This design comes from an exercise in tuning for small area, a short achievable clock period and few clock cycles per item on the open sky130 flow, not from production work.
At most, simulation tests tie the RTL to the original design; equivalence was not proved.
Power and IR drop assume default switching activity.

==> flow/design.v (excerpt) <==
module sge_fec_esc (
    input  wire       clk,
    input  wire       rst,
    input  wire       in_valid,
    output wire       in_ready,
    input  wire [7:0] in_data,
    input  wire       in_last,
    output wire       out_valid,
    input  wire       out_ready,
    output wire [7:0] out_data,
    output wire       out_last
);
    reg       mv;              
    reg [7:0] md;
    reg       ml;
    reg       sf;              
    reg       in_rdy;          
    wire      se = !sf;
    reg [7:0] sd;
    reg       sl;
    reg [7:0] pos;
    reg       par_ph;          
    reg       pad;             
    reg       fin;             
    reg       flush;           
    reg       cv;              
    reg [7:0] cd;
    reg       cl;
    assign in_ready = in_rdy;
    wire in_fire = in_valid && se;
    wire esc_ready;
    wire c_free   = !cv || esc_ready;
    wire src_ok   = par_ph || pad || mv;
    wire step     = flush || (c_free && src_ok);
    wire take     = step && !par_ph && !pad;
    wire [7:0] par31;
    wire [7:0] sym      = pad ? 8'h00 : md;
    wire [7:0] cod_data = par_ph ? par31 : sym;
    wire       cod_last = par_ph && fin && (pos == 8'd254);
    wire       wrap     = (pos == 8'd254);
    wire       to_par   = (pos == 8'd222);
    wire [7:0] pos_n    = !step ? pos    : wrap ? 8'd0 : pos + 8'd1;
    wire       par_ph_n = !step ? par_ph : wrap ? 1'b0 : (par_ph || to_par);
  ...
Size in the first run: roughly 940 cells after synthesis, roughly 320 flip-flops, ~15000 µm² of cells after synthesis.
Settings: LEC_CHECK=0, CAP_MARGIN=20, CORE_MARGIN=2, CORE_UTILIZATION=70, SETUP_SLACK_MARGIN=1.8, SLEW_MARGIN=20; clock period 4.0 ns.
run.sh (not shown) runs the stock make flow with config.mk's settings and CLKGATE_MAP_FILE= SYNTH_SCRIPT=/design/flow/synth_recipe.tcl, a recipe that flattens the netlist after the stock synthesis.
Testbench counts at the start, summed over its fixed seeds: cycles 31,336, out bytes 31,088.
Next try:
Settings changed: CTS_BUF_LIST from default to sky130_fd_sc_hd__clkbuf_8, CTS_CLUSTER_DIAMETER from default to 50, CTS_CLUSTER_SIZE from default to 20.
Effect: The changed run went through all stages and came out clean. Clock skew increases by 0.023 ns. Cell area decreases by 1.4%. Die area is unchanged. Global-route usage decreases by 1.8 points. Via count went down by 2.1%. Power fell by 9.2%. Non-clock buffer count increases by 4.

---

Setup of build 86:
Another version of the RTL of sge_fec_esc (not shown whole).
For scale: about 330 flip-flops, about 24 I/O pins, ~15000 um2 of cells after synthesis.
clock: 4.0 ns
lec_check: 0
cap_margin: 20
core_margin: 2
core_utilization: 70
cts_buf_list: sky130_fd_sc_hd__clkbuf_16
cts_cluster_diameter: 40
cts_cluster_size: 16
setup_slack_margin: 2.0
slew_margin: 20
Build 86 completed; timing, DRC and antenna clean
Testbench counts of build 86, summed over its fixed seeds: cycles 31,336, out bytes 31,088.
#### Input delta (build 12 over build 86)
- CTS_BUF_LIST: sky130_fd_sc_hd__clkbuf_16 -> sky130_fd_sc_hd__clkbuf_8
- SETUP_SLACK_MARGIN: 2.0 -> 2.2
==> run notes <==
- Build 12 reached the end of the flow, and the finished layout is clean on the timing, DRC and antenna checks.
- STATUS reported net switching power: build 12 loses against build 86
- Build 86 → build 12: routed wire length grew by 11%; clock network fraction of design power shrank by 6.5 points.
- Build 12 has less setup slack than build 86.
- Between build 86 and build 12, the cell count is higher for build 12.
- Against build 86, build 12 comes in about 0.32% lower on highest achievable clock rate.
- Changes observed in build 12 relative to build 86: via count of the first global-routing pass picked up an extra 2.9%; standard-cell row count was more or less identical; count of clock-buffer cells in the layout rose about 2.4%; layout overhead on the synthesized area moved up.
diff inputs: build 12 => build 87
- SETUP_SLACK_MARGIN changed from 2.2 to 1.8
- CTS_CLUSTER_SIZE changed from 16 to 20
- CTS_CLUSTER_DIAMETER changed from 40 to 50
## What came out
Power attributed to sequential cells: build 87 < build 12. For the count of placed standard cells including taps, build 87 came in 0.31% lower than build 12 did. Higher cell area after layout was reported by build 12, not build 87. For build 87, the worst setup path startpoint was u_rs.ec0, unlike build 12, where it was u_rs.fbdl[1]. Comparing post-route clock period utilization for build 12 and build 87, the smaller number came from build 12. In the flow results for build 12 and build 87, the half-perimeter wire length after placement is larger on build 12. Of the two values seen for critical path's slowest cell, sky130_fd_sc_hd__xnor3_2 was produced by build 12 and sky130_fd_sc_hd__edfxtp_1 by build 87. From build 12 to build 87 the numbers moved as follows: count of plain and timing-repair buffers in the layout shows a reduction of 45%, utilization lost 8.6 points.
For build 27, these inputs were changed with respect to build 87:
- CTS_CLUSTER_SIZE now 12, was 20
- SETUP_SLACK_MARGIN now 2.0, was 1.8
- CTS_CLUSTER_DIAMETER now 35, was 50
- Build 27 completed every stage of the flow, and the final layout passed the timing, DRC and antenna checks.
- From build 87 to build 27 the numbers moved as follows: sequential share of cell area fell 3.3 points, total power rose about 9%.
- Relative to build 87, the share of total power in the clock network of build 27 is higher by 5.3 points.
- Reported for build 87 and build 27, post-synthesis average cell area turned out identical to the last digit.
- Of build 87 and build 27, build 87 shows the lower proportion of cell area spent on the clock network, with build 27 above it.
- The run showing the smaller largest stage delay on the critical path is build 27.

---

Setup of lane 1:
Another version of the RTL of sge_fec_esc (not shown whole).
For scale: ~330 flip-flops, about 24 I/O pins, roughly 0.015 mm2 of cells after synthesis.
==> flow/design.v (excerpt) <==
module sge_fec_esc (
    input  wire       clk,
    input  wire       rst,
    input  wire       in_valid,
    output wire       in_ready,
    input  wire [7:0] in_data,
    input  wire       in_last,
    output wire       out_valid,
    input  wire       out_ready,
    output wire [7:0] out_data,
    output wire       out_last
);
==> flow/config.mk <==
export PLATFORM = sky130hd
export DESIGN_NAME = sge_fec_esc
export DESIGN_NICKNAME = sge_fec_esc
export VERILOG_FILES = /design/flow/design.v
export SDC_FILE = /design/flow/constraint.sdc
export NUM_CORES = 4
export LEC_CHECK = 0
export CAP_MARGIN = 20
export CORE_MARGIN = 2
export CORE_UTILIZATION = 70
export SETUP_SLACK_MARGIN = 2.2
export SLEW_MARGIN = 20
==> flow/constraint.sdc <==
create_clock -name core_clock -period 4.0 [get_ports {clk}]
set_input_delay 0.8000 -clock core_clock [delete_from_list [all_inputs] [get_ports {clk}]]
set_output_delay 0.8000 -clock core_clock [all_outputs]
set_load 0.01 [all_outputs]
Lane 1: aborted in 4_1_cts (tool error)
Modified inputs, lane 2 compared to lane 1
diff --git a/flow/config.mk b/flow/config.mk
--- a/flow/config.mk
+++ b/flow/config.mk
@@ -11 +11 @@
-export SETUP_SLACK_MARGIN = 2.2
+export SETUP_SLACK_MARGIN = 2.0
==> run notes <==
Comparing lane 1 and lane 2, post-CTS setup buffer count is lower on lane 2. Of lane 1 and lane 2, lane 1 shows the lower HPWL after detailed placement, with lane 2 above it. NOTE number of placed instances, taps included lane 1->lane 2 increased slightly. Lane 2 vs. lane 1: area after synthesis neither gained nor lost much, weighted congestion reported at the end of routability-driven placement lost 0.010. As far as number of buffers inserted by hold repair at cts goes, lane 2 and lane 1 are indistinguishable; the numbers are identical. Compared with lane 1, in lane 2 pre-CTS setup slack climbed 0.015 ns, cell area reported after detailed placement dropped 360 um2. Lane 2: done, clean on timing, DRC and antenna. On fraction of the mapped netlist area in adder cells, lane 1 tracks lane 2 almost exactly.
> inputs changed (lane 2 -> lane 3)
diff --git a/flow/config.mk b/flow/config.mk
--- a/flow/config.mk
+++ b/flow/config.mk
@@ -11 +11 @@
-export SETUP_SLACK_MARGIN = 2.0
+export SETUP_SLACK_MARGIN = 1.8
On number of fillers in the final layout, the higher figure sits with lane 3, not lane 2. Lane 3 vs. lane 2: growth of design area from synthesis to finish went down; placed cell area did not really move. The first-pass GRT wire length in lane 3 is 0.898 times that in lane 2. | worst slew slack as a fraction of its limit | lower: lane 2 |. What lane 3 reported for power has to be multiplied by 1.10 to get the figure for lane 2. Looking at share of layout cells above drive strength 1 across lane 2 and lane 3, the one that comes out lower is lane 3. Diff lane 2 -> lane 3: worst hold slack down 0.014 ns, non-clock buffer count down 103.
Inputs modified between lane 3 and lane 4:
diff --git a/flow/config.mk b/flow/config.mk
--- a/flow/config.mk
+++ b/flow/config.mk
@@ -10,0 +11,3 @@
+export CTS_BUF_LIST = sky130_fd_sc_hd__clkbuf_8
+export CTS_CLUSTER_DIAMETER = 50
+export CTS_CLUSTER_SIZE = 20
Cell area in lane 4 is about 2% below lane 3.
Comparing lane 4 and lane 3, fraction of power consumed by the clock network is higher on lane 3.
The DRC violation total after the first TritonRoute iteration of lane 4 falls short of that of lane 3 by 7.0%.
Master of the slowest instance on the critical path: edfxtp_1 -> lane 4, xnor2_1 -> lane 3
No functional check of the RTL was part of any run of this note.

---

## run A
Starting RTL as in the previous note.
Settings: LEC_CHECK=0, CAP_MARGIN=20, CORE_MARGIN=2, CORE_UTILIZATION=70, PLACE_DENSITY=0.85, SETUP_SLACK_MARGIN=1.8, SLEW_MARGIN=20; clock period 4.0 ns.
Run A reached the end of the flow, and the finished layout is clean on the timing, DRC and antenna checks.
Inputs modified between run A and run B:
- PLACE_DENSITY removed (was 0.85)
- SETUP_SLACK_MARGIN changed from 1.8 to 1.4
### Flow results
In the flow results for run A and run B, the number of standard cells in the final layout excluding fillers is larger on run A. Diff run A -> run B | time the final worst path needs with I/O delays and setup | increase of 0.24 ns. The run with more routed wire is run A, not run B. On post-synthesis cell type count, run B tracks run A almost exactly. The higher proportion of power drawn by the clock network of run A and run B is in run B.
#### Input delta (run C over run B)
- SETUP_SLACK_MARGIN now 1.8, was 1.4
- PLACE_DENSITY now 0.9, previously not set
- CORE_UTILIZATION now 60, was 70
Compared with run B, run C shows non-clock buffer count that has gone up by more than half.
Of the two values seen for most crowded layer after global routing, met2 was produced by run C and met1 by run B.
Run C: path length in cells of the critical path lower than run B
Note that the die height recorded for run B amounts to 0.928 times the value seen in run C.
Taking run B as the reference point, the number of cells on the worst reg-to-reg path of run C rises by 1.
Run C vs. run B: initial core utilization now smaller; final non-filler cell area now larger; overall fraction of global-route tracks in use now smaller.
Final critical-path required period on run C is ahead of run B.
Run C -> run B: number of multi-input logic gates delta 0, exact match
Function was not checked in any run of this note: the RTL went through the layout flow alone.

-- static timing again, ports no longer ideal --
No port has a modelled driver above. Below, the same layouts with a new extraction and two added sets of constraints. Step 1 (the two cells are an assumption about what drives the block):
set clk [get_ports {clk}]
set_driving_cell -lib_cell sky130_fd_sc_hd__clkbuf_16 $clk
set_driving_cell -lib_cell sky130_fd_sc_hd__buf_2 [delete_from_list [all_inputs] $clk]
Step 2 times the ports against the registers' clock, not the clock port: input delays grow and output delays shrink by t, the midpoint of the rising clock arrivals with the driver on. Slacks: ideal / step 1 / step 2; pairs: ideal / step 1.
| run | t, ns | setup WS [ns] | worst setup path after step 2 | latest minus earliest clock arrival (ns) |
|---|---|---|---|---|
| the first run of note 1 | 0.555 | 1.734 / 1.734 / 1.292 | input to register | 0.018 / 0.018 |
| the second run of note 1 | 0.589 | 1.749 / 1.749 / 1.228 | input to register | 0.043 / 0.043 |
| build 86 | 0.592 | 1.904 / 1.904 / 1.505 | input to register | 0.028 / 0.028 |
| build 12 | 0.625 | 1.897 / 1.897 / 1.611 | input to register | 0.037 / 0.037 |
| build 87 | 0.636 | 1.808 / 1.808 / 1.388 | input to register | 0.029 / 0.028 |
| build 27 | 0.619 | 1.922 / 1.922 / 1.355 | input to register | 0.036 / 0.035 |
| lane 2 | 0.583 | 1.722 / 1.722 / 1.326 | input to register | 0.029 / 0.029 |
| lane 3 | 0.554 | 1.701 / 1.701 / 1.498 | input to register | 0.023 / 0.023 |
| lane 4 | 0.587 | 1.730 / 1.730 / 1.220 | input to register | 0.039 / 0.040 |
| run A | 0.566 | 1.663 / 1.663 / 1.261 | input to register | 0.026 / 0.026 |
| run B | 0.552 | 1.426 / 1.439 / 0.888 | input to register | 0.015 / 0.015 |
| run C | 0.556 | 1.694 / 1.694 / 1.456 | input to register | 0.020 / 0.020 |
After both steps every run listed still meets setup and hold. For build 27, which loses most, drivers alone change the setup slack by 0.000 ns; drivers and shift together by -0.567 ns.
